Background: an optimization exercise with open tools, aiming at a short achievable clock period and few clock cycles per item. Do not read the settings as production practice. Function was checked by simulation only, so behaviour that the tests miss may differ from the original. Power is estimated from default activity; no workload was simulated.

==> flow/design.v <==
module jbc_cc (
    input  wire        clk,
    input  wire        rst,
    input  wire        ev_valid,
    input  wire [31:0] ev_word,
    output wire        ev_ready,
    output reg         ev_done,
    output reg         heater,
    output reg         adc_start,
    output reg         enc_wr,
    output reg  [15:0] enc_wr_val,
    output reg  [15:0] rd_data
);
    localparam [1:0] M_ACTIVE = 2'd0, M_HOLDER = 2'd1, M_REMOVED = 2'd2, M_DISC = 2'd3;
    function f_zcm;  input [31:0] w; f_zcm  = (w[31:28] == 4'd1) && (w[27:15] == 13'd0); endfunction
    function f_zcd;  input [31:0] w; f_zcd  = (w == 32'h2000_0000); endfunction
    function f_tick; input [31:0] w; f_tick = (w == 32'h3000_0000); endfunction
    function f_rfr;  input [31:0] w; f_rfr  = (w[31:28] == 4'd4) && (w[27:18] == 10'd0); endfunction
    function f_wrg;  input [31:0] w; f_wrg  = (w[31:28] == 4'd5) && (w[27:20] == 8'd0); endfunction
    function f_rst;  input [31:0] w; f_rst  = (w == 32'h7000_0000); endfunction
    function drive;
        input       en;
        input [3:0] s;
        input [3:0] dq;
        begin
            drive = en && (s != 4'd0) && (s <= dq);
        end
    endfunction
    function [3:0] inc11;
        input [3:0] s;
        begin
            inc11 = (s == 4'd10) ? 4'd0 : s + 4'd1;
        end
    endfunction
    reg         ready_r;     
    reg  [1:0]  hcnt;        
    reg         p_r;         
    reg  [31:0] W;           
    reg         rst_r;       
    assign ev_ready = ready_r;
    wire accept = ev_valid & ready_r & ~rst;
    wire rel    = (hcnt == 2'd1);    
    reg  [3:0]  slot;
    reg  [3:0]  dq;              
    reg  [3:0]  dqf;             
    reg         out_en;
    reg  [1:0]  warmup;
    reg  [6:0]  qf;              
    reg  [4:0]  qa;              
    reg  [2:0]  qb;              
    reg  signed [11:0] err0;
    reg  signed [7:0]  integ;
    reg         tip_removed;
    reg         iron_disc;
    reg         iron_holder;
    reg         runaway;
    reg         blink_phase;
    reg  [1:0]  mode_state;
    reg  [8:0]  setpoint;
    reg  [8:0]  backup_sp;
    reg  [2:0]  hold_periods;
    reg  [8:0]  disp_sp;
    reg  [6:0]  disp_q;          
    reg  [3:0]  disp_dq;         
    reg  [31:0] ms_clock;
    reg  [8:0]  blink_ms;
    reg  [15:0] kp100, ki100, kd100;
    reg         s2_v;
    reg  [5:0]  s2_r;
    reg         s2_disc;
    reg  [25:0] s2_p5, s2_pm;
    reg  [19:0] pc_K5, pc_KM;
    reg  signed [29:0] pc_AH, pc_AL, pc_AM;
    reg  signed [11:0] pc_HI, pc_LO, pc_E0, pc_I10;
    reg  signed [13:0] pc_RW;
    reg  signed [27:0] pa_kp_e0, pa_kd_e0, pa_kd_err, pa_ki_i10;
    reg  [15:0] pa_ki;
    wire signed [11:0] c_e0  = $signed({3'd0, setpoint}) - $signed({3'd0, qa, 3'd0}) - $signed({6'd0, qa, 1'b0});
    wire signed [11:0] c_i10 = c_e0 + {{4{integ[7]}}, integ};
    wire [16:0] c_kpd = {1'b0, kp100} + {1'b0, kd100};
    always @(posedge clk) begin
        pa_kp_e0  <= $signed({12'd0, kp100}) * c_e0;
        pa_kd_e0  <= $signed({12'd0, kd100}) * c_e0;
        pa_kd_err <= $signed({12'd0, kd100}) * err0;
        pa_ki_i10 <= $signed({12'd0, ki100}) * c_i10;
        pa_ki     <= ki100;
        pc_K5  <= c_kpd * 20'd5;
        pc_KM  <= (c_kpd + {1'b0, ki100}) * 20'd5;
        pc_E0  <= c_e0;
        pc_I10 <= c_i10;
        pc_HI  <= c_i10 - 12'sd101;
        pc_LO  <= c_i10 + 12'sd100;
        pc_RW  <= $signed({5'd0, setpoint}) * 14'sd11 - $signed({9'd0, qa}) * 14'sd100;
    end
    wire signed [29:0] c_c0 = pa_kp_e0 + pa_kd_e0 - pa_kd_err;
    always @(posedge clk) begin
        pc_AH <= c_c0 + $signed({14'd0, pa_ki}) * 30'sd100;
        pc_AL <= c_c0 - $signed({14'd0, pa_ki}) * 30'sd100;
        pc_AM <= c_c0 + pa_ki_i10;
    end
    wire w_zcm  = f_zcm(W);
    wire w_zcd  = f_zcd(W);
    wire w_tick = f_tick(W);
    wire w_rfr  = f_rfr(W);
    wire w_wrg  = f_wrg(W);
    wire w_rst  = f_rst(W);
    wire w_eval = p_r & w_zcm & (slot == 4'd0);
    wire rst_any = rst_r | (p_r & w_rst);
    wire [11:0] z_s      = W[11:0];
    wire        z_ok     = W[12];
    wire        z_disc   = W[13];
    wire        z_holder = W[14];
    wire        acq_fail = ~z_ok | (z_s > 12'd3500);
    wire [63:1] rge0, rge1, rge2, rge3, rge4;
    assign rge0[1] = 1'b1;
    assign rge0[2] = 1'b1;
    assign rge0[3] = (z_s >= 12'd6);
    assign rge0[4] = (z_s >= 12'd66);
    assign rge0[5] = (z_s >= 12'd126);
    assign rge0[6] = (z_s >= 12'd185);
    assign rge0[7] = (z_s >= 12'd245);
    assign rge0[8] = (z_s >= 12'd305);
    assign rge0[9] = (z_s >= 12'd364);
    assign rge0[10] = (z_s >= 12'd424);
    assign rge0[11] = (z_s >= 12'd483);
    assign rge0[12] = (z_s >= 12'd543);
    assign rge0[13] = (z_s >= 12'd603);
    assign rge0[14] = (z_s >= 12'd662);
    assign rge0[15] = (z_s >= 12'd722);
    assign rge0[16] = (z_s >= 12'd782);
    assign rge0[17] = (z_s >= 12'd841);
    assign rge0[18] = (z_s >= 12'd901);
    assign rge0[19] = (z_s >= 12'd960);
    assign rge0[20] = (z_s >= 12'd1020);
    assign rge0[21] = (z_s >= 12'd1080);
    assign rge0[22] = (z_s >= 12'd1139);
    assign rge0[23] = (z_s >= 12'd1199);
    assign rge0[24] = (z_s >= 12'd1259);
    assign rge0[25] = (z_s >= 12'd1318);
    assign rge0[26] = (z_s >= 12'd1378);
    assign rge0[27] = (z_s >= 12'd1437);
    assign rge0[28] = (z_s >= 12'd1497);
    assign rge0[29] = (z_s >= 12'd1557);
    assign rge0[30] = (z_s >= 12'd1616);
    assign rge0[31] = (z_s >= 12'd1676);
    assign rge0[32] = (z_s >= 12'd1735);
    assign rge0[33] = (z_s >= 12'd1795);
    assign rge0[34] = (z_s >= 12'd1855);
    assign rge0[35] = (z_s >= 12'd1914);
    assign rge0[36] = (z_s >= 12'd1974);
    assign rge0[37] = (z_s >= 12'd2034);
    assign rge0[38] = (z_s >= 12'd2093);
    assign rge0[39] = (z_s >= 12'd2153);
    assign rge0[40] = (z_s >= 12'd2212);
    assign rge0[41] = (z_s >= 12'd2272);
    assign rge0[42] = (z_s >= 12'd2332);
    assign rge0[43] = (z_s >= 12'd2391);
    assign rge0[44] = (z_s >= 12'd2451);
    assign rge0[45] = (z_s >= 12'd2511);
    assign rge0[46] = (z_s >= 12'd2570);
    assign rge0[47] = (z_s >= 12'd2630);
    assign rge0[48] = (z_s >= 12'd2689);
    assign rge0[49] = (z_s >= 12'd2749);
    assign rge0[50] = (z_s >= 12'd2809);
    assign rge0[51] = (z_s >= 12'd2868);
    assign rge0[52] = (z_s >= 12'd2928);
    assign rge0[53] = (z_s >= 12'd2988);
    assign rge0[54] = (z_s >= 12'd3047);
    assign rge0[55] = (z_s >= 12'd3107);
    assign rge0[56] = (z_s >= 12'd3166);
    assign rge0[57] = (z_s >= 12'd3226);
    assign rge0[58] = (z_s >= 12'd3286);
    assign rge0[59] = (z_s >= 12'd3345);
    assign rge0[60] = (z_s >= 12'd3405);
    assign rge0[61] = (z_s >= 12'd3464);
    assign rge0[62] = (z_s >= 12'd3524);
    assign rge0[63] = (z_s >= 12'd3584);
    assign rge1[1] = 1'b1;
    assign rge1[2] = 1'b1;
    assign rge1[3] = 1'b1;
    assign rge1[4] = (z_s >= 12'd42);
    assign rge1[5] = (z_s >= 12'd102);
    assign rge1[6] = (z_s >= 12'd161);
    assign rge1[7] = (z_s >= 12'd221);
    assign rge1[8] = (z_s >= 12'd281);
    assign rge1[9] = (z_s >= 12'd340);
    assign rge1[10] = (z_s >= 12'd400);
    assign rge1[11] = (z_s >= 12'd460);
    assign rge1[12] = (z_s >= 12'd519);
    assign rge1[13] = (z_s >= 12'd579);
    assign rge1[14] = (z_s >= 12'd638);
    assign rge1[15] = (z_s >= 12'd698);
    assign rge1[16] = (z_s >= 12'd758);
    assign rge1[17] = (z_s >= 12'd817);
    assign rge1[18] = (z_s >= 12'd877);
    assign rge1[19] = (z_s >= 12'd937);
    assign rge1[20] = (z_s >= 12'd996);
    assign rge1[21] = (z_s >= 12'd1056);
    assign rge1[22] = (z_s >= 12'd1115);
    assign rge1[23] = (z_s >= 12'd1175);
    assign rge1[24] = (z_s >= 12'd1235);
    assign rge1[25] = (z_s >= 12'd1294);
    assign rge1[26] = (z_s >= 12'd1354);
    assign rge1[27] = (z_s >= 12'd1414);
    assign rge1[28] = (z_s >= 12'd1473);
    assign rge1[29] = (z_s >= 12'd1533);
    assign rge1[30] = (z_s >= 12'd1592);
    assign rge1[31] = (z_s >= 12'd1652);
    assign rge1[32] = (z_s >= 12'd1712);
    assign rge1[33] = (z_s >= 12'd1771);
    assign rge1[34] = (z_s >= 12'd1831);
    assign rge1[35] = (z_s >= 12'd1890);
    assign rge1[36] = (z_s >= 12'd1950);
    assign rge1[37] = (z_s >= 12'd2010);
    assign rge1[38] = (z_s >= 12'd2069);
    assign rge1[39] = (z_s >= 12'd2129);
    assign rge1[40] = (z_s >= 12'd2189);
    assign rge1[41] = (z_s >= 12'd2248);
    assign rge1[42] = (z_s >= 12'd2308);
    assign rge1[43] = (z_s >= 12'd2367);
    assign rge1[44] = (z_s >= 12'd2427);
    assign rge1[45] = (z_s >= 12'd2487);
    assign rge1[46] = (z_s >= 12'd2546);
    assign rge1[47] = (z_s >= 12'd2606);
    assign rge1[48] = (z_s >= 12'd2666);
    assign rge1[49] = (z_s >= 12'd2725);
    assign rge1[50] = (z_s >= 12'd2785);
    assign rge1[51] = (z_s >= 12'd2844);
    assign rge1[52] = (z_s >= 12'd2904);
    assign rge1[53] = (z_s >= 12'd2964);
    assign rge1[54] = (z_s >= 12'd3023);
    assign rge1[55] = (z_s >= 12'd3083);
    assign rge1[56] = (z_s >= 12'd3143);
    assign rge1[57] = (z_s >= 12'd3202);
    assign rge1[58] = (z_s >= 12'd3262);
    assign rge1[59] = (z_s >= 12'd3321);
    assign rge1[60] = (z_s >= 12'd3381);
    assign rge1[61] = (z_s >= 12'd3441);
    assign rge1[62] = (z_s >= 12'd3500);
    assign rge1[63] = (z_s >= 12'd3560);
    assign rge2[1] = 1'b1;
    assign rge2[2] = 1'b1;
    assign rge2[3] = 1'b1;
    assign rge2[4] = (z_s >= 12'd18);
    assign rge2[5] = (z_s >= 12'd78);
    assign rge2[6] = (z_s >= 12'd138);
    assign rge2[7] = (z_s >= 12'd197);
    assign rge2[8] = (z_s >= 12'd257);
    assign rge2[9] = (z_s >= 12'd316);
    assign rge2[10] = (z_s >= 12'd376);
    assign rge2[11] = (z_s >= 12'd436);
    assign rge2[12] = (z_s >= 12'd495);
    assign rge2[13] = (z_s >= 12'd555);
    assign rge2[14] = (z_s >= 12'd615);
    assign rge2[15] = (z_s >= 12'd674);
    assign rge2[16] = (z_s >= 12'd734);
    assign rge2[17] = (z_s >= 12'd793);
    assign rge2[18] = (z_s >= 12'd853);
    assign rge2[19] = (z_s >= 12'd913);
    assign rge2[20] = (z_s >= 12'd972);
    assign rge2[21] = (z_s >= 12'd1032);
    assign rge2[22] = (z_s >= 12'd1092);
    assign rge2[23] = (z_s >= 12'd1151);
    assign rge2[24] = (z_s >= 12'd1211);
    assign rge2[25] = (z_s >= 12'd1270);
    assign rge2[26] = (z_s >= 12'd1330);
    assign rge2[27] = (z_s >= 12'd1390);
    assign rge2[28] = (z_s >= 12'd1449);
    assign rge2[29] = (z_s >= 12'd1509);
    assign rge2[30] = (z_s >= 12'd1569);
    assign rge2[31] = (z_s >= 12'd1628);
    assign rge2[32] = (z_s >= 12'd1688);
    assign rge2[33] = (z_s >= 12'd1747);
    assign rge2[34] = (z_s >= 12'd1807);
    assign rge2[35] = (z_s >= 12'd1867);
    assign rge2[36] = (z_s >= 12'd1926);
    assign rge2[37] = (z_s >= 12'd1986);
    assign rge2[38] = (z_s >= 12'd2046);
    assign rge2[39] = (z_s >= 12'd2105);
    assign rge2[40] = (z_s >= 12'd2165);
    assign rge2[41] = (z_s >= 12'd2224);
    assign rge2[42] = (z_s >= 12'd2284);
    assign rge2[43] = (z_s >= 12'd2344);
    assign rge2[44] = (z_s >= 12'd2403);
    assign rge2[45] = (z_s >= 12'd2463);
    assign rge2[46] = (z_s >= 12'd2522);
    assign rge2[47] = (z_s >= 12'd2582);
    assign rge2[48] = (z_s >= 12'd2642);
    assign rge2[49] = (z_s >= 12'd2701);
    assign rge2[50] = (z_s >= 12'd2761);
    assign rge2[51] = (z_s >= 12'd2821);
    assign rge2[52] = (z_s >= 12'd2880);
    assign rge2[53] = (z_s >= 12'd2940);
    assign rge2[54] = (z_s >= 12'd2999);
    assign rge2[55] = (z_s >= 12'd3059);
    assign rge2[56] = (z_s >= 12'd3119);
    assign rge2[57] = (z_s >= 12'd3178);
    assign rge2[58] = (z_s >= 12'd3238);
    assign rge2[59] = (z_s >= 12'd3298);
    assign rge2[60] = (z_s >= 12'd3357);
    assign rge2[61] = (z_s >= 12'd3417);
    assign rge2[62] = (z_s >= 12'd3476);
    assign rge2[63] = (z_s >= 12'd3536);
    assign rge3[1] = 1'b1;
    assign rge3[2] = 1'b1;
    assign rge3[3] = 1'b1;
    assign rge3[4] = 1'b1;
    assign rge3[5] = (z_s >= 12'd54);
    assign rge3[6] = (z_s >= 12'd114);
    assign rge3[7] = (z_s >= 12'd173);
    assign rge3[8] = (z_s >= 12'd233);
    assign rge3[9] = (z_s >= 12'd293);
    assign rge3[10] = (z_s >= 12'd352);
    assign rge3[11] = (z_s >= 12'd412);
    assign rge3[12] = (z_s >= 12'd472);
    assign rge3[13] = (z_s >= 12'd531);
    assign rge3[14] = (z_s >= 12'd591);
    assign rge3[15] = (z_s >= 12'd650);
    assign rge3[16] = (z_s >= 12'd710);
    assign rge3[17] = (z_s >= 12'd770);
    assign rge3[18] = (z_s >= 12'd829);
    assign rge3[19] = (z_s >= 12'd889);
    assign rge3[20] = (z_s >= 12'd948);
    assign rge3[21] = (z_s >= 12'd1008);
    assign rge3[22] = (z_s >= 12'd1068);
    assign rge3[23] = (z_s >= 12'd1127);
    assign rge3[24] = (z_s >= 12'd1187);
    assign rge3[25] = (z_s >= 12'd1247);
    assign rge3[26] = (z_s >= 12'd1306);
    assign rge3[27] = (z_s >= 12'd1366);
    assign rge3[28] = (z_s >= 12'd1425);
    assign rge3[29] = (z_s >= 12'd1485);
    assign rge3[30] = (z_s >= 12'd1545);
    assign rge3[31] = (z_s >= 12'd1604);
    assign rge3[32] = (z_s >= 12'd1664);
    assign rge3[33] = (z_s >= 12'd1724);
    assign rge3[34] = (z_s >= 12'd1783);
    assign rge3[35] = (z_s >= 12'd1843);
    assign rge3[36] = (z_s >= 12'd1902);
    assign rge3[37] = (z_s >= 12'd1962);
    assign rge3[38] = (z_s >= 12'd2022);
    assign rge3[39] = (z_s >= 12'd2081);
    assign rge3[40] = (z_s >= 12'd2141);
    assign rge3[41] = (z_s >= 12'd2201);
    assign rge3[42] = (z_s >= 12'd2260);
    assign rge3[43] = (z_s >= 12'd2320);
    assign rge3[44] = (z_s >= 12'd2379);
    assign rge3[45] = (z_s >= 12'd2439);
    assign rge3[46] = (z_s >= 12'd2499);
    assign rge3[47] = (z_s >= 12'd2558);
    assign rge3[48] = (z_s >= 12'd2618);
    assign rge3[49] = (z_s >= 12'd2677);
    assign rge3[50] = (z_s >= 12'd2737);
    assign rge3[51] = (z_s >= 12'd2797);
    assign rge3[52] = (z_s >= 12'd2856);
    assign rge3[53] = (z_s >= 12'd2916);
    assign rge3[54] = (z_s >= 12'd2976);
    assign rge3[55] = (z_s >= 12'd3035);
    assign rge3[56] = (z_s >= 12'd3095);
    assign rge3[57] = (z_s >= 12'd3154);
    assign rge3[58] = (z_s >= 12'd3214);
    assign rge3[59] = (z_s >= 12'd3274);
    assign rge3[60] = (z_s >= 12'd3333);
    assign rge3[61] = (z_s >= 12'd3393);
    assign rge3[62] = (z_s >= 12'd3453);
    assign rge3[63] = (z_s >= 12'd3512);
    assign rge4[1] = 1'b1;
    assign rge4[2] = 1'b1;
    assign rge4[3] = 1'b1;
    assign rge4[4] = 1'b1;
    assign rge4[5] = (z_s >= 12'd30);
    assign rge4[6] = (z_s >= 12'd90);
    assign rge4[7] = (z_s >= 12'd150);
    assign rge4[8] = (z_s >= 12'd209);
    assign rge4[9] = (z_s >= 12'd269);
    assign rge4[10] = (z_s >= 12'd328);
    assign rge4[11] = (z_s >= 12'd388);
    assign rge4[12] = (z_s >= 12'd448);
    assign rge4[13] = (z_s >= 12'd507);
    assign rge4[14] = (z_s >= 12'd567);
    assign rge4[15] = (z_s >= 12'd627);
    assign rge4[16] = (z_s >= 12'd686);
    assign rge4[17] = (z_s >= 12'd746);
    assign rge4[18] = (z_s >= 12'd805);
    assign rge4[19] = (z_s >= 12'd865);
    assign rge4[20] = (z_s >= 12'd925);
    assign rge4[21] = (z_s >= 12'd984);
    assign rge4[22] = (z_s >= 12'd1044);
    assign rge4[23] = (z_s >= 12'd1103);
    assign rge4[24] = (z_s >= 12'd1163);
    assign rge4[25] = (z_s >= 12'd1223);
    assign rge4[26] = (z_s >= 12'd1282);
    assign rge4[27] = (z_s >= 12'd1342);
    assign rge4[28] = (z_s >= 12'd1402);
    assign rge4[29] = (z_s >= 12'd1461);
    assign rge4[30] = (z_s >= 12'd1521);
    assign rge4[31] = (z_s >= 12'd1580);
    assign rge4[32] = (z_s >= 12'd1640);
    assign rge4[33] = (z_s >= 12'd1700);
    assign rge4[34] = (z_s >= 12'd1759);
    assign rge4[35] = (z_s >= 12'd1819);
    assign rge4[36] = (z_s >= 12'd1879);
    assign rge4[37] = (z_s >= 12'd1938);
    assign rge4[38] = (z_s >= 12'd1998);
    assign rge4[39] = (z_s >= 12'd2057);
    assign rge4[40] = (z_s >= 12'd2117);
    assign rge4[41] = (z_s >= 12'd2177);
    assign rge4[42] = (z_s >= 12'd2236);
    assign rge4[43] = (z_s >= 12'd2296);
    assign rge4[44] = (z_s >= 12'd2356);
    assign rge4[45] = (z_s >= 12'd2415);
    assign rge4[46] = (z_s >= 12'd2475);
    assign rge4[47] = (z_s >= 12'd2534);
    assign rge4[48] = (z_s >= 12'd2594);
    assign rge4[49] = (z_s >= 12'd2654);
    assign rge4[50] = (z_s >= 12'd2713);
    assign rge4[51] = (z_s >= 12'd2773);
    assign rge4[52] = (z_s >= 12'd2833);
    assign rge4[53] = (z_s >= 12'd2892);
    assign rge4[54] = (z_s >= 12'd2952);
    assign rge4[55] = (z_s >= 12'd3011);
    assign rge4[56] = (z_s >= 12'd3071);
    assign rge4[57] = (z_s >= 12'd3131);
    assign rge4[58] = (z_s >= 12'd3190);
    assign rge4[59] = (z_s >= 12'd3250);
    assign rge4[60] = (z_s >= 12'd3309);
    assign rge4[61] = (z_s >= 12'd3369);
    assign rge4[62] = (z_s >= 12'd3429);
    assign rge4[63] = (z_s >= 12'd3488);
    wire [64:1] rge = {1'b0, (qb == 3'd0) ? rge0 : (qb == 3'd1) ? rge1 : (qb == 3'd2) ? rge2 :
                             (qb == 3'd3) ? rge3 : rge4};
    reg  [5:0]  r1;
    integer kr, ir;
    always @(*) begin
        for (kr = 0; kr < 6; kr = kr + 1) begin
            r1[kr] = 1'b0;
            for (ir = 0; ir * (2 << kr) + (1 << kr) <= 63; ir = ir + 1)
                r1[kr] = r1[kr] | (rge[ir * (2 << kr) + (1 << kr)] & ~rge[(ir + 1) * (2 << kr)]);
        end
    end
    wire [25:0] p5_1 = pc_K5 * r1;
    wire [25:0] pm_1 = pc_KM * r1;
    wire [8:0]  r5     = s2_r * 9'd5;
    wire        is_hi  = $signed({3'd0, r5}) <= pc_HI;
    wire        is_lo  = $signed({3'd0, r5}) >  pc_LO;
    reg  [10:1] t_h, t_l, t_m, t_sel;
    reg  signed [29:0] dh, dl, dm;
    integer jt;
    always @(*) begin
        for (jt = 1; jt <= 10; jt = jt + 1) begin
            dh = pc_AH - $signed({4'd0, s2_p5}) - jt * 1000;
            dl = pc_AL - $signed({4'd0, s2_p5}) - jt * 1000;
            dm = pc_AM - $signed({4'd0, s2_pm}) - jt * 1000;
            t_h[jt] = ~dh[29];
            t_l[jt] = ~dl[29];
            t_m[jt] = ~dm[29];
        end
        t_sel = is_hi ? t_h : is_lo ? t_l : t_m;
    end
    reg [3:0] dq_eval;
    integer jd;
    always @(*) begin
        dq_eval = 4'd0;
        for (jd = 1; jd <= 10; jd = jd + 1)
            if (t_sel[jd]) dq_eval = jd;
    end
    wire        warm        = (warmup == 2'd3);
    wire [11:0] r50         = s2_r * 12'd50;
    wire        runaway_new = $signed({2'd0, r50}) > pc_RW;
    wire [6:0]  q_new       = {qa, 1'b0} + {1'b0, s2_r};
    wire [16:0] q_x205      = q_new * 10'd205;
    wire [4:0]  qa_new      = q_x205[14:10];
    wire [2:0]  qb_new      = q_new - qa_new * 3'd5;
    wire signed [11:0] err_new   = pc_E0 - $signed({3'd0, r5});
    wire signed [11:0] isum_new  = pc_I10 - $signed({3'd0, r5});
    wire signed [7:0]  integ_new = is_hi ? 8'sd100 : is_lo ? -8'sd100 : isum_new[7:0];
    wire [4:0]  d_sum       = {1'b0, dq_eval} + {1'b0, dqf};
    wire        r_holder = W[16];
    wire        r_disc   = W[17];
    wire        r_neg    = W[15];
    wire        r_big    = ~W[15] & (W[14:0] > 15'd4500);
    wire [12:0] r_in     = W[12:0];
    wire [25:0] r_x      = r_in * 13'd6554;
    wire [8:0]  r_div    = r_x[24:16];
    wire [8:0]  r_raw    = r_neg ? 9'd0 : r_big ? 9'd450 : r_div;
    wire        r_change = (r_raw != backup_sp);
    wire [8:0]  r_reduced = (r_raw > 9'd150) ? 9'd150 : r_raw;
    wire [1:0]  r_mode   = tip_removed ? M_REMOVED :
                           r_disc      ? M_DISC    :
                           r_holder    ? M_HOLDER  : M_ACTIVE;
    wire        r_recent = r_change | (hold_periods != 3'd0);
    reg  [3:0]  n_slot, n_dq, n_dqf;
    reg         n_en;
    reg  [1:0]  n_warmup;
    reg  [6:0]  n_qf;
    reg  [4:0]  n_qa;
    reg  [2:0]  n_qb;
    reg  signed [11:0] n_err0;
    reg  signed [7:0]  n_integ;
    reg         n_tip, n_disc, n_holder, n_runaway, n_phase;
    reg  [1:0]  n_mode;
    reg  [8:0]  n_sp, n_bsp, n_dsp;
    reg  [2:0]  n_hold;
    reg  [6:0]  n_dispq;
    reg  [3:0]  n_dispdq;
    reg  [31:0] n_ms;
    reg  [8:0]  n_bms;
    reg  [15:0] n_kp, n_ki, n_kd;
    wire [3:0]  f_dq      = rst_any ? 4'd0 : dq;
    wire [3:0]  f_dqf     = rst_any ? 4'd0 : dqf;
    wire        f_en      = rst_any ? 1'b0 : out_en;
    wire [1:0]  f_warmup  = rst_any ? 2'd0 : warmup;
    wire [6:0]  f_qf      = rst_any ? 7'd0 : qf;
    wire        f_tip     = rst_any ? 1'b0 : tip_removed;
    wire        f_disc    = rst_any ? 1'b0 : iron_disc;
    wire        f_holder  = rst_any ? 1'b0 : iron_holder;
    wire        f_runaway = rst_any ? 1'b0 : runaway;
    always @(*) begin
        n_slot = slot; n_dq = dq; n_dqf = dqf; n_en = out_en; n_warmup = warmup;
        n_qf = qf; n_qa = qa; n_qb = qb; n_err0 = err0; n_integ = integ;
        n_tip = tip_removed; n_disc = iron_disc; n_holder = iron_holder;
        n_runaway = runaway; n_phase = blink_phase; n_mode = mode_state;
        n_sp = setpoint; n_bsp = backup_sp; n_dsp = disp_sp; n_hold = hold_periods;
        n_dispq = disp_q; n_dispdq = disp_dq; n_ms = ms_clock; n_bms = blink_ms;
        n_kp = kp100; n_ki = ki100; n_kd = kd100;
        if (rst_any) begin
            n_slot = 4'd0; n_dq = 4'd0; n_dqf = 4'd0; n_en = 1'b0; n_warmup = 2'd0;
            n_qf = 7'd0; n_qa = 5'd0; n_qb = 3'd0; n_err0 = 12'sd0; n_integ = 8'sd0;
            n_tip = 1'b0; n_disc = 1'b0; n_holder = 1'b0;
            n_runaway = 1'b0; n_phase = 1'b0; n_mode = M_ACTIVE;
            n_sp = 9'd0; n_bsp = 9'd0; n_dsp = 9'd0; n_hold = 3'd0;
            n_dispq = 7'd0; n_dispdq = 4'd0; n_ms = 32'd0; n_bms = 9'd0;
            n_kp = 16'd170; n_ki = 16'd15; n_kd = 16'd50;
        end else begin
            if (p_r) begin
                if (w_eval) begin
                    n_disc   = z_disc;
                    n_holder = z_holder;
                    n_tip    = acq_fail;
                    if (acq_fail) begin
                        n_runaway = 1'b0; n_en = 1'b0; n_dq = 4'd0; n_dqf = 4'd0;
                    end
                end
                if (w_zcd) n_slot = inc11(slot);
                if (w_tick) begin
                    n_ms = ms_clock + 32'd1;
                    if (blink_ms == 9'd499) begin
                        n_bms   = 9'd0;
                        n_phase = ~blink_phase;
                        if (hold_periods != 3'd0) n_hold = hold_periods - 3'd1;
                    end else begin
                        n_bms = blink_ms + 9'd1;
                    end
                end
                if (w_rfr) begin
                    if (r_change) n_hold = 3'd4;
                    n_bsp    = r_raw;
                    n_sp     = r_holder ? r_reduced : r_raw;
                    n_mode   = r_mode;
                    n_dsp    = (r_mode == M_HOLDER && !r_recent) ? r_reduced : r_raw;
                    n_dispq  = s2_v ? q_new : qf;
                    n_dispdq = r_mode[1] ? 4'd0 : s2_v ? (s2_disc ? 4'd0 : d_sum[4:1]) : dqf;
                end
                if (w_wrg) begin
                    case (W[19:16])
                        4'd0:  n_kp = W[15:0];
                        4'd1:  n_ki = W[15:0];
                        4'd2:  n_kd = W[15:0];
                        4'd14: n_ms[15:0]  = W[15:0];
                        4'd15: n_ms[31:16] = W[15:0];
                        default: ;
                    endcase
                end
            end
            if (s2_v) begin
                n_qf      = q_new;
                n_qa      = qa_new;
                n_qb      = qb_new;
                n_runaway = runaway_new;
                if (!warm) n_warmup = warmup + 2'd1;
                n_err0    = err_new;
                n_integ   = integ_new;
                if (s2_disc) begin
                    n_en = 1'b0; n_dq = 4'd0; n_dqf = 4'd0;
                end else begin
                    n_en  = warm & ~runaway_new;
                    n_dq  = dq_eval;
                    n_dqf = d_sum[4:1];
                end
            end
        end
    end
    wire [3:0] s1 = inc11(slot);
    wire [3:0] s2 = inc11(s1);
    wire d0 = drive(out_en, slot, dq);
    wire d1 = drive(out_en, s1, dq);
    wire d2 = drive(out_en, s2, dq);
    wire w_step = p_r & w_zcd;
    wire en2    = ~s2_disc & warm & ~runaway_new;
    wire pin_a  = ~rst_any & (w_eval ? 1'b0 : s2_v ? (w_step & en2 & t_sel[1]) : w_step ? d1 : d0);
    wire pin_b  = ~rst_any & (s2_v ? (en2 & (w_step ? t_sel[2] : t_sel[1])) : w_step ? d2 : d1);
    wire n_slot0 = (n_slot == 4'd0);
    wire gain_chg = ((W[19:16] == 4'd0) & (W[15:0] != kp100)) |
                    ((W[19:16] == 4'd1) & (W[15:0] != ki100)) |
                    ((W[19:16] == 4'd2) & (W[15:0] != kd100));
    wire stale = rst_any | s2_v | (p_r & ((w_rfr & (n_sp != setpoint)) | w_eval | (w_wrg & gain_chg)));
    wire [15:0] f_status = {3'd0, (n_hold != 3'd0), n_mode, f_warmup,
                            n_phase, 1'b0, f_runaway, f_holder, f_disc,
                            f_tip, f_en, heater};
    wire [15:0] view [0:15];
    assign view[0]  = n_kp;
    assign view[1]  = n_ki;
    assign view[2]  = n_kd;
    assign view[3]  = {12'd0, n_slot};
    assign view[4]  = f_status;
    assign view[5]  = {9'd0, f_dq * 7'd10};
    assign view[6]  = {9'd0, f_dqf * 7'd10};
    assign view[7]  = {6'd0, f_qf * 10'd5};
    assign view[8]  = {7'd0, n_sp};
    assign view[9]  = {7'd0, n_bsp};
    assign view[10] = {7'd0, n_dsp};
    assign view[11] = {6'd0, n_dispq * 10'd5};
    assign view[12] = {9'd0, n_dispdq * 7'd10};
    assign view[13] = {13'd0, n_hold};
    assign view[14] = n_ms[15:0];
    assign view[15] = n_ms[31:16];
    wire i_zcm, i_zcd, i_rfr, i_rdv, i_rst, i_enc;
    jbc_dec dec (.w(ev_word), .zcm(i_zcm), .zcd(i_zcd), .rfr(i_rfr), .rdv(i_rdv), .rst(i_rst), .enc(i_enc));
    wire s1_now    = w_eval;
    wire zcm_stale = n_slot0 & stale;
    wire zcm_hold  = s1_now | zcm_stale;
    wire z_a = zcm_hold ? heater : (n_slot0 ? 1'b0 : pin_a);
    wire zcd_hold = s1_now;
    wire z_b = zcd_hold ? heater : pin_b;
    wire h_heater = w_rst ? 1'b0 : w_zcm ? ((slot == 4'd0) ? 1'b0 : pin_a) : w_zcd ? pin_b : heater;
    wire h_adc    = w_zcm & (slot == 4'd0);
    wire h_enc    = w_rfr & (W[15] | (W[14:0] > 15'd4500));
    wire       d_ready, d_p, d_done, d_heater, d_adc, d_enc;
    wire [1:0] d_hcnt;
    jbc_ctl ctl (
        .ev_valid(ev_valid), .rst(rst),
        .i_zcm(i_zcm), .i_zcd(i_zcd), .i_rfr(i_rfr), .i_rdv(i_rdv), .i_rst(i_rst), .i_enc(i_enc),
        .ready_r(ready_r), .hcnt(hcnt), .heater(heater), .s1_now(s1_now), .s2_v(s2_v),
        .zcm_stale(zcm_stale), .zcd_hold(zcd_hold), .n_slot0(n_slot0), .z_a(z_a), .z_b(z_b),
        .h_heater(h_heater), .h_adc(h_adc), .h_enc(h_enc),
        .d_ready(d_ready), .d_hcnt(d_hcnt), .d_p(d_p), .d_done(d_done),
        .d_heater(d_heater), .d_adc(d_adc), .d_enc(d_enc)
    );
    wire [15:0] d_rd;
    jbc_rdmux rdm (
        .v0(view[0]), .v1(view[1]), .v2(view[2]), .v3(view[3]),
        .v4(view[4]), .v5(view[5]), .v6(view[6]), .v7(view[7]),
        .v8(view[8]), .v9(view[9]), .v10(view[10]), .v11(view[11]),
        .v12(view[12]), .v13(view[13]), .v14(view[14]), .v15(view[15]),
        .sel_ev(ev_word[19:16]), .sel_w(W[19:16]), .rel(rel), .y(d_rd)
    );
    always @(posedge clk) begin
        rst_r   <= rst;
        ready_r <= d_ready;
        hcnt    <= d_hcnt;
        p_r     <= d_p;
        ev_done <= d_done;
        heater  <= d_heater;
        if (rst)
            s2_v <= 1'b0;
        else
            s2_v <= w_eval & ~acq_fail & ~rst_r;
        if (hcnt == 2'd0)
            W <= ev_word;
        s2_r    <= r1;
        s2_p5   <= p5_1;
        s2_pm   <= pm_1;
        s2_disc <= z_disc;
        adc_start  <= d_adc;
        enc_wr     <= d_enc;
        enc_wr_val <= (rel ? W[15] : ev_word[15]) ? 16'd0 : 16'd4500;
        rd_data    <= d_rd;
        slot <= n_slot; dq <= n_dq; dqf <= n_dqf; out_en <= n_en; warmup <= n_warmup;
        qf <= n_qf; qa <= n_qa; qb <= n_qb; err0 <= n_err0; integ <= n_integ;
        tip_removed <= n_tip; iron_disc <= n_disc; iron_holder <= n_holder;
        runaway <= n_runaway; blink_phase <= n_phase; mode_state <= n_mode;
        setpoint <= n_sp; backup_sp <= n_bsp; disp_sp <= n_dsp; hold_periods <= n_hold;
        disp_q <= n_dispq; disp_dq <= n_dispdq; ms_clock <= n_ms; blink_ms <= n_bms;
        kp100 <= n_kp; ki100 <= n_ki; kd100 <= n_kd;
    end
endmodule
module jbc_nor4 (input wire [3:0] a, output wire y);
    assign y = ~|a;
endmodule
module jbc_and4 (input wire [3:0] a, output wire y);
    assign y = &a;
endmodule
module jbc_gt4500 (input wire [14:0] a, output wire y);
    assign y = (a > 15'd4500);
endmodule
module jbc_dec (
    input  wire [31:0] w,
    output wire        zcm,
    output wire        zcd,
    output wire        rfr,
    output wire        rdv,
    output wire        rst,
    output wire        enc
);
    wire ga, gb, gc, ge, gf, gg, gh;
    jbc_nor4 n_a (.a(w[27:24]), .y(ga));
    jbc_nor4 n_b (.a(w[23:20]), .y(gb));
    jbc_nor4 n_c (.a(w[19:16]), .y(gc));
    jbc_nor4 n_e (.a(w[14:11]), .y(ge));
    jbc_nor4 n_f (.a(w[10:7]),  .y(gf));
    jbc_nor4 n_g (.a(w[6:3]),   .y(gg));
    assign gh = ~|w[2:0];
    wire op1, op2, op4, op6, op7;
    jbc_and4 o_1 (.a({~w[31], ~w[30], ~w[29],  w[28]}), .y(op1));
    jbc_and4 o_2 (.a({~w[31], ~w[30],  w[29], ~w[28]}), .y(op2));
    jbc_and4 o_4 (.a({~w[31],  w[30], ~w[29], ~w[28]}), .y(op4));
    jbc_and4 o_6 (.a({~w[31],  w[30],  w[29], ~w[28]}), .y(op6));
    jbc_and4 o_7 (.a({~w[31],  w[30],  w[29],  w[28]}), .y(op7));
    wire z_hi, z_lo, z_rfr, z_rds;
    jbc_and4 a_hi  (.a({ga, gb, gc, ~w[15]}), .y(z_hi));
    jbc_and4 a_lo  (.a({ge, gf, gg, gh}), .y(z_lo));
    jbc_and4 a_rfr (.a({op4, ga, gb, ~(w[19] | w[18])}), .y(z_rfr));
    jbc_and4 a_rds (.a({op6, ga, gb, ~w[15]}), .y(z_rds));
    wire big;
    jbc_gt4500 c_big (.a(w[14:0]), .y(big));
    assign zcm = op1 & z_hi;
    assign zcd = op2 & z_hi & z_lo;
    assign rst = op7 & z_hi & z_lo;
    assign rfr = z_rfr;
    assign rdv = z_rds & ~w[19] & w[18] & z_lo;
    assign enc = z_rfr & (w[15] | big);
endmodule
module jbc_ctl (
    input  wire       ev_valid,
    input  wire       rst,
    input  wire       i_zcm,
    input  wire       i_zcd,
    input  wire       i_rfr,
    input  wire       i_rdv,
    input  wire       i_rst,
    input  wire       i_enc,
    input  wire       ready_r,
    input  wire [1:0] hcnt,
    input  wire       heater,
    input  wire       s1_now,
    input  wire       s2_v,
    input  wire       zcm_stale,
    input  wire       zcd_hold,
    input  wire       n_slot0,
    input  wire       z_a,
    input  wire       z_b,
    input  wire       h_heater,
    input  wire       h_adc,
    input  wire       h_enc,
    output wire       d_ready,
    output wire [1:0] d_hcnt,
    output wire       d_p,
    output wire       d_done,
    output wire       d_heater,
    output wire       d_adc,
    output wire       d_enc
);
    wire rel   = (hcnt == 2'd1);
    wire offer = ev_valid & ready_r;
    wire hold2 = (i_zcm | i_rdv) & s1_now;
    wire hold1 = (i_zcd & zcd_hold) | (i_rdv & s2_v) | (i_zcm & zcm_stale);
    wire hold  = hold2 | hold1;
    wire go    = offer & ~hold;
    assign d_ready  = rst | ((hcnt != 2'd0) ? rel : ~(offer & hold));
    assign d_hcnt   = rst ? 2'd0 :
                      (hcnt != 2'd0) ? hcnt - 2'd1 :
                      ~offer ? 2'd0 : hold2 ? 2'd2 : hold1 ? 2'd1 : 2'd0;
    assign d_p      = ~rst & (rel | go);
    assign d_done   = ~rst & (rel | go);
    assign d_heater = rst ? 1'b0 :
                      rel ? h_heater :
                      ~offer ? heater :
                      i_rst ? 1'b0 : i_zcm ? z_a : i_zcd ? z_b : heater;
    assign d_adc    = rel ? h_adc : (i_zcm & n_slot0);
    assign d_enc    = rel ? h_enc : i_enc;
endmodule
module jbc_rdmux (
    input  wire [15:0] v0, v1, v2, v3, v4, v5, v6, v7,
    input  wire [15:0] v8, v9, v10, v11, v12, v13, v14, v15,
    input  wire [3:0]  sel_ev,
    input  wire [3:0]  sel_w,
    input  wire        rel,
    output reg  [15:0] y
);
    wire [3:0] sel = rel ? sel_w : sel_ev;
    always @(*) begin
        case (sel)
            4'd0:  y = v0;
            4'd1:  y = v1;
            4'd2:  y = v2;
            4'd3:  y = v3;
            4'd4:  y = v4;
            4'd5:  y = v5;
            4'd6:  y = v6;
            4'd7:  y = v7;
            4'd8:  y = v8;
            4'd9:  y = v9;
            4'd10: y = v10;
            4'd11: y = v11;
            4'd12: y = v12;
            4'd13: y = v13;
            4'd14: y = v14;
            default: y = v15;
        endcase
    end
endmodule
==> flow/flow/run.sh <==
#!/bin/bash
# Standard ORFS layout (the standard.sh), with the timing repair steps asked to
# leave setup slack of SETUP_MARGIN ns at the design's own clock period and SDC.
set -euo pipefail
MARGIN=$(cat flow/margin.txt)
bash standard.sh synth > log_synth.txt 2>&1
bash standard.sh SETUP_SLACK_MARGIN=$MARGIN finish > log_layout.txt 2>&1
==> flow/flow/margin.txt <==
37.4
==> flow/standard.sh <==
#!/bin/bash
# synth_recipe.tcl (not shown) runs the flow's synth.tcl, then flattens the netlist and writes it again
# the make line also repeats each setting of config.mk as NAME=value (left out here)
make -C /OpenROAD-flow-scripts/flow DESIGN_CONFIG=/design/flow/config.mk WORK_HOME=/design/flow/orfs CLKGATE_MAP_FILE= SYNTH_SCRIPT=/design/flow/synth_recipe.tcl "${@:-finish}"
==> flow/config.mk <==
export PLATFORM = sky130hd
export DESIGN_NAME = jbc_cc
export DESIGN_NICKNAME = jbc_cc
export VERILOG_FILES = /design/flow/design.v
export SDC_FILE = /design/flow/constraint.sdc
export NUM_CORES = 4
export LEC_CHECK = 0
export CAP_MARGIN = 20
export CORE_MARGIN = 2
export CORE_UTILIZATION = 40
export SLEW_MARGIN = 20
export SYNTH_HIERARCHICAL = 1
export SYNTH_MINIMUM_KEEP_SIZE = 0
==> flow/constraint.sdc <==
create_clock -name core_clock -period 48.0 [get_ports {clk}]
set_input_delay 9.6000 -clock core_clock [delete_from_list [all_inputs] [get_ports {clk}]]
set_output_delay 9.6000 -clock core_clock [all_outputs]
set_load 0.01 [all_outputs]
==> impl_metrics.env, run 1 <==
export IMPL_status="finished clean"
export IMPL_hold_depth=2
export IMPL_max_freq_mhz=92.6
export IMPL_slowest_delay_ns=0.39
export IMPL_worstPathMaxFanout=1
export IMPL_synth_area_top_cells="fa_1 (20%), ha_1 (16%), dfxtp_1 (14%), inv_1 (6.5%), nand2_1 (4.9%)"
export IMPL_cts_sink_count=614
export IMPL_cap_violations=0
export IMPL_synth_main_ff_cell="dfxtp_1"
export IMPL_crit_required_ns=38.40
export IMPL_track_usage_pct=29.4
export IMPL_dr_pass1_iters=12
export IMPL_drive_gt1_share_pct=6.91
export IMPL_htreeDepth=3
export IMPL_crit_path_end_kind="primary output"
export IMPL_fin_area_um2=90900
export IMPL_ff2ff_setup_slack_ns=37.47
export IMPL_drtIter0Drc=7688
export IMPL_path_cells="buf_6"
export IMPL_cp_arrival_ns=1.20
export IMPL_syn_to_final_growth_pct=10.1
export IMPL_grt_pass1_vias=74213
export IMPL_fillers=20177
export IMPL_dpl_cell_count=12613
export IMPL_avgSynthCellArea_um2=8.24
export IMPL_holdPathEnd="iron_holder"
export IMPL_path_delay_family="flip-flops"
export IMPL_min_from="iron_holder"
export IMPL_setup_tns_ns=0
export IMPL_synth_seq_cells=614
export IMPL_io_pins=72
export IMPL_total_power_mw=1.96
export IMPL_r2r_cells=39
export IMPL_finalCritPeriodShare_pct=22.5
export IMPL_tightest_slew_ns=1.20
export IMPL_slew_headroom_pct=19.4
export IMPL_cts_tree="yes"
export IMPL_core_area_um2=205000
export IMPL_synth_edff_count=32
export IMPL_die_x_um=458
export IMPL_postPlaceCellArea_um2=87100
export IMPL_finalSetupViolCount=0
export IMPL_cts_hold_buf=0
export IMPL_synth_area_leader_cell="fa_1"
export IMPL_crit_buf_inv=1
export IMPL_synth_top_cell_area_share_pct=19.6
export IMPL_rows=166
export IMPL_slew_violations=0
export IMPL_leakagePower_nw=42.9
export IMPL_ir_drop_uv=21.3
export IMPL_place_gp_congestion=0.984
export IMPL_clock_latency_ns=0.72
export IMPL_mostFrequentLayoutCells="inv_1 (1432), ha_1 (1062), nand2_1 (1056)"
export IMPL_r2r_start="W[2]"
export IMPL_via_per_inst=5.80
export IMPL_r2r_end="s2_pm[25]"
export IMPL_powerDensity_nw_per_um2=21.6
export IMPL_dieHeight_um=458
export IMPL_cts_buffers=79
export IMPL_path_class="flop to primary output"
export IMPL_start_util_pct=40.3
export IMPL_syn_inst=10028
export IMPL_crit_slowest_cell="dfxtp_4"
export IMPL_rsz0062_at_grt="yes"
export IMPL_cts_max_path_buffers=3
export IMPL_wl_per_cell_um=24.4
export IMPL_min_period_ns=10.80
export IMPL_clkTransAtPathRegs_ns=0.06
export IMPL_synth_distinct_cells=103
export IMPL_grt_max_degree=63
export IMPL_finalHoldViolCount=0
export IMPL_cp_start_kind="flop"
export IMPL_io_buffer_count=60
export IMPL_drc=0
export IMPL_synth_seq_area_share_pct=15.3
export IMPL_vias=74373
export IMPL_grt_pass1_wl_um=469000
export IMPL_async_reset_ff_share_pct=0
export IMPL_startpoint="rd_data[14]"
export IMPL_dieArea_um2=210000
export IMPL_worst_hold_path_type="flop to flop"
export IMPL_root_buffer="clkbuf_16"
export IMPL_finalClockSkew_ns=0.0461
export IMPL_finalNonFillerCells=12824
export IMPL_layout_commonest_cell="inv_1"
export IMPL_ant_nets=0
export IMPL_syn_area_um2=82600
export IMPL_routed_wl_um=314000
export IMPL_yosys_warnings=8
export IMPL_grt_overflow_total=0
export IMPL_fin_nets=11974
export IMPL_dp_final_hpwl_um=239000
export IMPL_antenna_found_initial=29
==> how the worst max path moves through the flow <==
| stage | slack (ns) | end | depth (start not counted) |
|---|---|---|---|
| 2_1_floorplan | 36.98 | heater | 6 |
| 4_1_cts | 37.15 | rd_data[14] | 1 |
| 5_1_grt | 37.16 | enc_wr_val[7] | 1 |
| 6_report | 37.20 | rd_data[14] | 1 |
| 3_5_place_dp | 35.59 | rd_data[6] | 6 |
| 3_3_place_gp | 35.58 | rd_data[6] | 6 |
==> layout make-up <==
type | count | area (µm²) | share of cell area (%)
antenna | 12 | 30.0 | 0.0330
clock buffer | 94 | 2130 | 2.34
clock inverter | 48 | 627 | 0.689
inverter | 1446 | 5460 | 6.00
multi-input combinational | 7606 | 64000 | 70.3
sequential | 614 | 12700 | 13.9
tap | 2688 | 3360 | 3.70
timing repair buffer | 316 | 2710 | 2.98
==> through the flow <==
stage          setup slack, ns  hold slack [ns]  utilization [%]
6_report                 37.20            0.453             44.4
5_1_grt                  37.16            0.487             44.3
4_1_cts                  37.15            0.455             44.1
3_5_place_dp             35.59            0.445             42.5
3_3_place_gp             35.58            0.440             42.5
2_1_floorplan            36.98            0.369                -
==> metal layers <==
metal  track usage [%]  up-vias  routed length, µm
met2              44.9     3500             133000
met1              39.9    36481             135000
met5             0.299        -                138
met3              7.24      833              30500
li1                  -    33545                  -
met4              11.2       14              14400
==> Yosys stat by module, one instance, submodules excluded <==
module / flops+latches / times used / area (µm²)
jbc_cc: 614 / 1 / 80100
jbc_dec: 0 / 1 / 63.8
jbc_and4: 0 / 9 / 8.76
jbc_gt4500: 0 / 1 / 60.1
jbc_rdmux: 0 / 1 / 2090
jbc_nor4: 0 / 6 / 12.5
jbc_ctl: 0 / 1 / 176
==> cell usage after synthesis (all sizes together) (99+ instances only) <==
master	number
o21ai	461
a21o	125
xor2	141
inv	1442
ha	1069
nand2b	110
o21bai	99
xnor2	369
nor3	133
nor2	457
a21oi	670
nand2	1079
clkbuf	403
nor2b	134
nand3	130
and2	475
dfxtp	582
fa	807
==> where the power goes <==
group	internal [mW]	total, mW	switching, mW
registers	0.532	0.551	0.0185
clock network	0.375	0.640	0.265
logic	0.276	0.772	0.495
total	1.18	1.96	0.779
==> repair_timing <==
action / in CTS / in global routing
resized for setup: 295 / 112
pin swaps: 27 / 26
buffers inserted: 35 / 20
cloned: 2 / 0
endpoints found under the setup margin: 64 / 65
==> flip-flops by register name, indices dropped and copies added (netlist names), 20 cells and up <==
name / flops
W: 32
ms_clock: 32
pa_kd_e0: 28
pa_kd_err: 28
pa_ki_i10: 28
pa_kp_e0: 28
pc_AH: 27
pc_AL: 30
pc_AM: 30
pc_K5: 20
pc_KM: 20
s2_p5: 26
s2_pm: 26
==> tightest hold or removal path: cells and delay by family (launching register included) <==
family | cells | cell delay (ns)
simple gates | 1 | 0.05
compound gates | 1 | 0.05
flops | 1 | 0.30
==> kinds of logic (layout without fill, tap and decap cells) <==
| logic type | after synthesis | in the layout | share of synthesized area (%) |
|---|---|---|---|
| multiplexers | 53 | 53 | 0.654 |
| flip-flops | 614 | 614 | 15.3 |
| buffers and inverters | 1922 | 1904 | 8.91 |
| AO/OA/AOI/OAI | 2178 | 2180 | 17.0 |
| adder cells (fa/ha/maj) | 1876 | 1876 | 35.8 |
| other | 1 | 125 | 0.00454 |
| XOR/XNOR | 510 | 510 | 5.42 |
| AND/OR/NAND/NOR | 2874 | 2874 | 17.0 |
Testbench counts, summed over its fixed seeds: cycles 813,137, items 800,000.
==> run 2, diff against run 1 <==
--- a/flow/design.v
+++ b/flow/design.v
@@ -438,6 +438,25 @@
                 r1[kr] = r1[kr] | (rge[ir * (2 << kr) + (1 << kr)] & ~rge[(ir + 1) * (2 << kr)]);
         end
     end
+    reg  [3:0] e_cnt;
+    reg  [6:0] e_res;
+    wire [3:0] e_bit  = 4'd8 - e_cnt;
+    wire [6:0] e_cand = e_res | (7'd1 << e_bit[2:0]);
+    wire [6:0] e_rm   = e_cand - 7'd1;
+    wire [5:0] e_r    = e_rm[5:0];
+    wire [25:0] e_p5  = pc_K5 * e_r;
+    wire [25:0] e_pm  = pc_KM * e_r;
+    wire [8:0]  e_r5  = e_r * 9'd5;
+    wire [11:0] e_r50 = e_r * 12'd50;
+    wire signed [29:0] e_dh = pc_AH - $signed({4'd0, e_p5});
+    wire signed [29:0] e_dl = pc_AL - $signed({4'd0, e_p5});
+    wire signed [29:0] e_dm = pc_AM - $signed({4'd0, e_pm});
+    wire e_t1 = ($signed({3'd0, e_r5}) <= pc_HI) ? (e_dh >= 30'sd1000) :
+                ($signed({3'd0, e_r5}) >  pc_LO) ? (e_dl >= 30'sd1000) : (e_dm >= 30'sd1000);
+    wire e_g  = e_t1 & ~($signed({2'd0, e_r50}) > pc_RW);
+    wire e_ok = (e_cnt == 4'd9);
+    wire [64:0] rge_x = {rge, 1'b1};
+    wire fwd1 = ~acq_fail & ~z_disc & (warmup == 2'd3) & ~rge_x[e_res];
     wire [25:0] p5_1 = pc_K5 * r1;
     wire [25:0] pm_1 = pc_KM * r1;
     wire [8:0]  r5     = s2_r * 9'd5;
@@ -598,7 +617,7 @@
     wire w_step = p_r & w_zcd;
     wire en2    = ~s2_disc & warm & ~runaway_new;
     wire pin_a  = ~rst_any & (w_eval ? 1'b0 : s2_v ? (w_step & en2 & t_sel[1]) : w_step ? d1 : d0);
-    wire pin_b  = ~rst_any & (s2_v ? (en2 & (w_step ? t_sel[2] : t_sel[1])) : w_step ? d2 : d1);
+    wire pin_b  = ~rst_any & (w_eval ? fwd1 : s2_v ? (en2 & (w_step ? t_sel[2] : t_sel[1])) : w_step ? d2 : d1);
     wire n_slot0 = (n_slot == 4'd0);
     wire gain_chg = ((W[19:16] == 4'd0) & (W[15:0] != kp100)) |
                     ((W[19:16] == 4'd1) & (W[15:0] != ki100)) |
@@ -630,7 +649,7 @@
     wire zcm_stale = n_slot0 & stale;
     wire zcm_hold  = s1_now | zcm_stale;
     wire z_a = zcm_hold ? heater : (n_slot0 ? 1'b0 : pin_a);
-    wire zcd_hold = s1_now;
+    wire zcd_hold = s1_now & ~e_ok;
     wire z_b = zcd_hold ? heater : pin_b;
     wire h_heater = w_rst ? 1'b0 : w_zcm ? ((slot == 4'd0) ? 1'b0 : pin_a) : w_zcd ? pin_b : heater;
     wire h_adc    = w_zcm & (slot == 4'd0);
@@ -669,6 +688,14 @@
             W <= ev_word;
         s2_r    <= r1;
         s2_p5   <= p5_1;
+        if (rst | stale)
+            e_cnt <= 4'd0;
+        else if (!e_ok)
+            e_cnt <= e_cnt + 4'd1;
+        if (e_cnt < 4'd2)
+            e_res <= 7'd0;
+        else if (!e_ok && (e_cand <= 7'd64) && e_g)
+            e_res <= e_cand;
         s2_pm   <= pm_1;
         s2_disc <= z_disc;
         adc_start  <= d_adc;
==> impl_metrics.env, run 2 <==
export IMPL_drtIter0Drc=7616
export IMPL_dr_max_layer_used="met5"
export IMPL_cp_start_kind="flop"
export IMPL_synth_area_leader_cell="fa_1"
export IMPL_antenna_found_initial=13
export IMPL_grt_pass1_vias=84727
export IMPL_synth_distinct_cells=102
export IMPL_status="finished clean"
export IMPL_rows=178
export IMPL_worstPathMaxFanout=1
export IMPL_r2r_cells=35
export IMPL_cts_tree="yes"
export IMPL_finalHoldViolCount=0
export IMPL_cts_buffers=81
export IMPL_io_pins=72
export IMPL_rsz0062_at_grt="yes"
export IMPL_synth_area_top_cells="fa_1 (20%), ha_1 (17%), dfxtp_1 (12%), inv_1 (6.4%), nand2_1 (5.4%)"
export IMPL_pwr_share_seq_pct=22.7
export IMPL_grt_max_degree=83
export IMPL_fin_nets=13915
export IMPL_path_class="flop to primary output"
export IMPL_synth_common_cells="inv_1 (1615), nand2_1 (1360), ha_1 (1277), fa_1 (955), a21oi_1 (774)"
export IMPL_tightest_slew_ns=1.32
export IMPL_path_cells="buf_6"
export IMPL_dieHeight_um=491
export IMPL_slew_headroom_pct=10.7
export IMPL_synth_seq_area_share_pct=13.5
export IMPL_syn_area_um2=95000
export IMPL_finalSetupViolCount=0
export IMPL_async_reset_ff_share_pct=0
export IMPL_drive_gt1_share_pct=6.74
export IMPL_fin_area_um2=104000
export IMPL_finalClockSkew_ns=0.0366
export IMPL_leakagePower_nw=49.5
export IMPL_crit_path_end_kind="primary output"
export IMPL_vias=85141
export IMPL_yosys_warnings=8
export IMPL_setup_ws_ns=37.17
export IMPL_clkTransAtPathRegs_ns=0.06
export IMPL_syn_to_final_growth_pct=9.87
export IMPL_dp_final_hpwl_um=278000
export IMPL_via_per_inst=5.72
export IMPL_synth_edff_count=32
export IMPL_clock_latency_ns=0.74
export IMPL_io_buffer_count=60
export IMPL_crit_buf_inv=1
export IMPL_routed_wl_um=359000
export IMPL_fin_util_pct=44.3
export IMPL_grt_overflow_total=0
export IMPL_hold_depth=2
export IMPL_die_x_um=491
export IMPL_slowest_delay_ns=0.37
export IMPL_max_freq_mhz=92.3
export IMPL_wl_per_cell_um=24.2
export IMPL_worst_hold_path_type="flop to flop"
export IMPL_synth_xor_area_share_pct=5.43
export IMPL_crit_slowest_cell="dfxtp_4"
export IMPL_cp_arrival_ns=1.23
export IMPL_root_buffer="clkbuf_16"
export IMPL_finalCritPeriodShare_pct=22.6
export IMPL_wl_met3_um=27700
export IMPL_cts_sink_count=625
export IMPL_synth_simple_area_share_pct=17.7
export IMPL_synth_top_family_by_area="adder cells"
export IMPL_comb_power_share_pct=48.7
export IMPL_synth_compound_area_share_pct=16.6
export IMPL_dieArea_um2=241000
export IMPL_avgSynthCellArea_um2=8.15
export IMPL_synth_fa_ha_area_share_pct=36.9
export IMPL_ir_drop_uv=27.5
export IMPL_synth_top_cell_area_share_pct=20.1
export IMPL_cap_violations=0
export IMPL_crit_required_ns=38.40
export IMPL_preCtsSetupSlack_ns=35.64
export IMPL_met2_length_um=159000
export IMPL_path_depth=1
export IMPL_layout_commonest_cell="inv_1"
export IMPL_setup_tns_ns=0
export IMPL_synth_area_mux_share_pct=1.06
export IMPL_largestRegisters="W: 32 flops, ms_clock: 32 flops"
export IMPL_dr_pass1_iters=10
export IMPL_wl_met1_um=152000
export IMPL_track_usage_pct=29.1
export IMPL_htreeDepth=3
export IMPL_net_switching_power_mw=1.03
export IMPL_synth_seq_cells=625
export IMPL_drc=0
export IMPL_p_int_mw=1.40
export IMPL_postPlaceCellArea_um2=99800
export IMPL_yosysMostFrequentCell="inv_1"
export IMPL_core_area_um2=236000
export IMPL_min_period_ns=10.83
export IMPL_slew_violations=0
export IMPL_start_util_pct=40.3
export IMPL_ant_nets=0
export IMPL_p_clk_share_pct=28.6
export IMPL_mostFrequentLayoutCells="inv_1 (1604), nand2_1 (1334), ha_1 (1255)"
export IMPL_synth_main_ff_cell="dfxtp_1"
export IMPL_grt_pass1_wl_um=537000
export IMPL_place_gp_congestion=1.03
export IMPL_path_delay_family="flip-flops"
export IMPL_powerDensity_nw_per_um2=23.3
export IMPL_p_sw_share_pct=42.5
export IMPL_cts_max_path_buffers=3
export IMPL_syn_inst=11656
==> run 2: per-module statistics from Yosys, one instance, submodules excluded <==
module,area (µm²),flops+latches
jbc_and4,8.76,0
jbc_cc,92500,625
jbc_ctl,176,0
jbc_dec,63.8,0
jbc_gt4500,55.1,0
jbc_nor4,12.5,0
jbc_rdmux,2090,0
==> run 2: routing by layer <==
layer  vias to the layer above  GRT usage (%)
met5                         -              0
li1                      38973              -
met2                      3480           46.1
met3                       810           5.04
met1                     41870           38.4
met4                         8           14.1
==> run 2: stage by stage <==
stage,hold slack (ns),total power [mW],instances
floorplan,0.390,1.37,11768
global placement,0.438,1.67,14619
finish,0.461,2.43,14873
detailed placement,0.451,1.70,14619
global route,0.483,2.59,14868
CTS,0.459,2.41,14818
==> run 2: kinds of logic after synthesis <==
family	after synthesis
flip-flops	625
other	1
XOR/XNOR	589
AND/OR/NAND/NOR	3479
adder cells (fa/ha/maj)	2232
AO/OA/AOI/OAI	2466
multiplexers	86
buffers and inverters	2178
==> run 2: worst paths after layout <==
kind,startpoint,end,slack [ns]
worst max-delay path,rd_data[7],rd_data[7],37.17
worst max register to register,s2_r[2],rd_data[6],37.68
worst min register to register,iron_disc,iron_disc,0.46
worst min-delay path,iron_disc,iron_disc,0.46
==> run 2: power by group through the flow <==
stage	clock [mW]	sequential [mW]	combinational [mW]
final	0.695	0.553	1.18
after detailed placement	0	0.564	1.13
after global placement	0	0.565	1.11
after global routing	0.729	0.554	1.31
after floorplan	0	0.559	0.811
after CTS	0.710	0.553	1.15
==> run 2: layout make-up <==
cell class / instances / area (µm²)
Antenna cell: 10 / 25.0
Clock buffer: 94 / 2170
Clock inverter: 54 / 793
Fill cell: 23519 / 131000
Inverter: 1626 / 6140
Multi-Input combinational cell: 8971 / 75500
Sequential cell: 625 / 12900
Tap cell: 3150 / 3940
Timing Repair Buffer: 343 / 2910
==> run 2: repair_timing <==
item / 4_1_cts / 5_1_grt
buffers inserted: 46 / 44
hold buffers: 0 / 0
setup endpoints to repair: 61 / 62
gates cloned: 5 / 1
gates resized for setup: 290 / 169
pin swaps: 36 / 27
Testbench counts of run 2, summed over its fixed seeds: cycles 806,901, items 800,000.

==> separate check: timing with driven ports <==
The results above use ideal ports. As a check the final layouts listed here were re-extracted and re-timed, cells and wires unchanged.
Step 1 assumes that a clkbuf_16 drives the clock port and a buf_2 every other input.
Step 2, shift: input delay + t, output delay - t, t = (earliest + latest rising clock arrival at the registers) / 2. This alone moves slack from input paths to output paths.
Three values: ideal ports, drivers, drivers and shift; two values: the first two.
run	t (ns)	setup WS [ns]	worst hold slack (ns)
run 1	0.791	37.197 / 37.103 / 36.555	0.453 / 0.453 / 0.453
run 2	0.818	37.171 / 37.078 / 36.634	0.461 / 0.461 / 0.461
After both steps setup and hold are still met in every run listed. For run 1, which loses most, drivers alone change the setup slack by -0.094 ns; drivers and shift together by -0.642 ns.
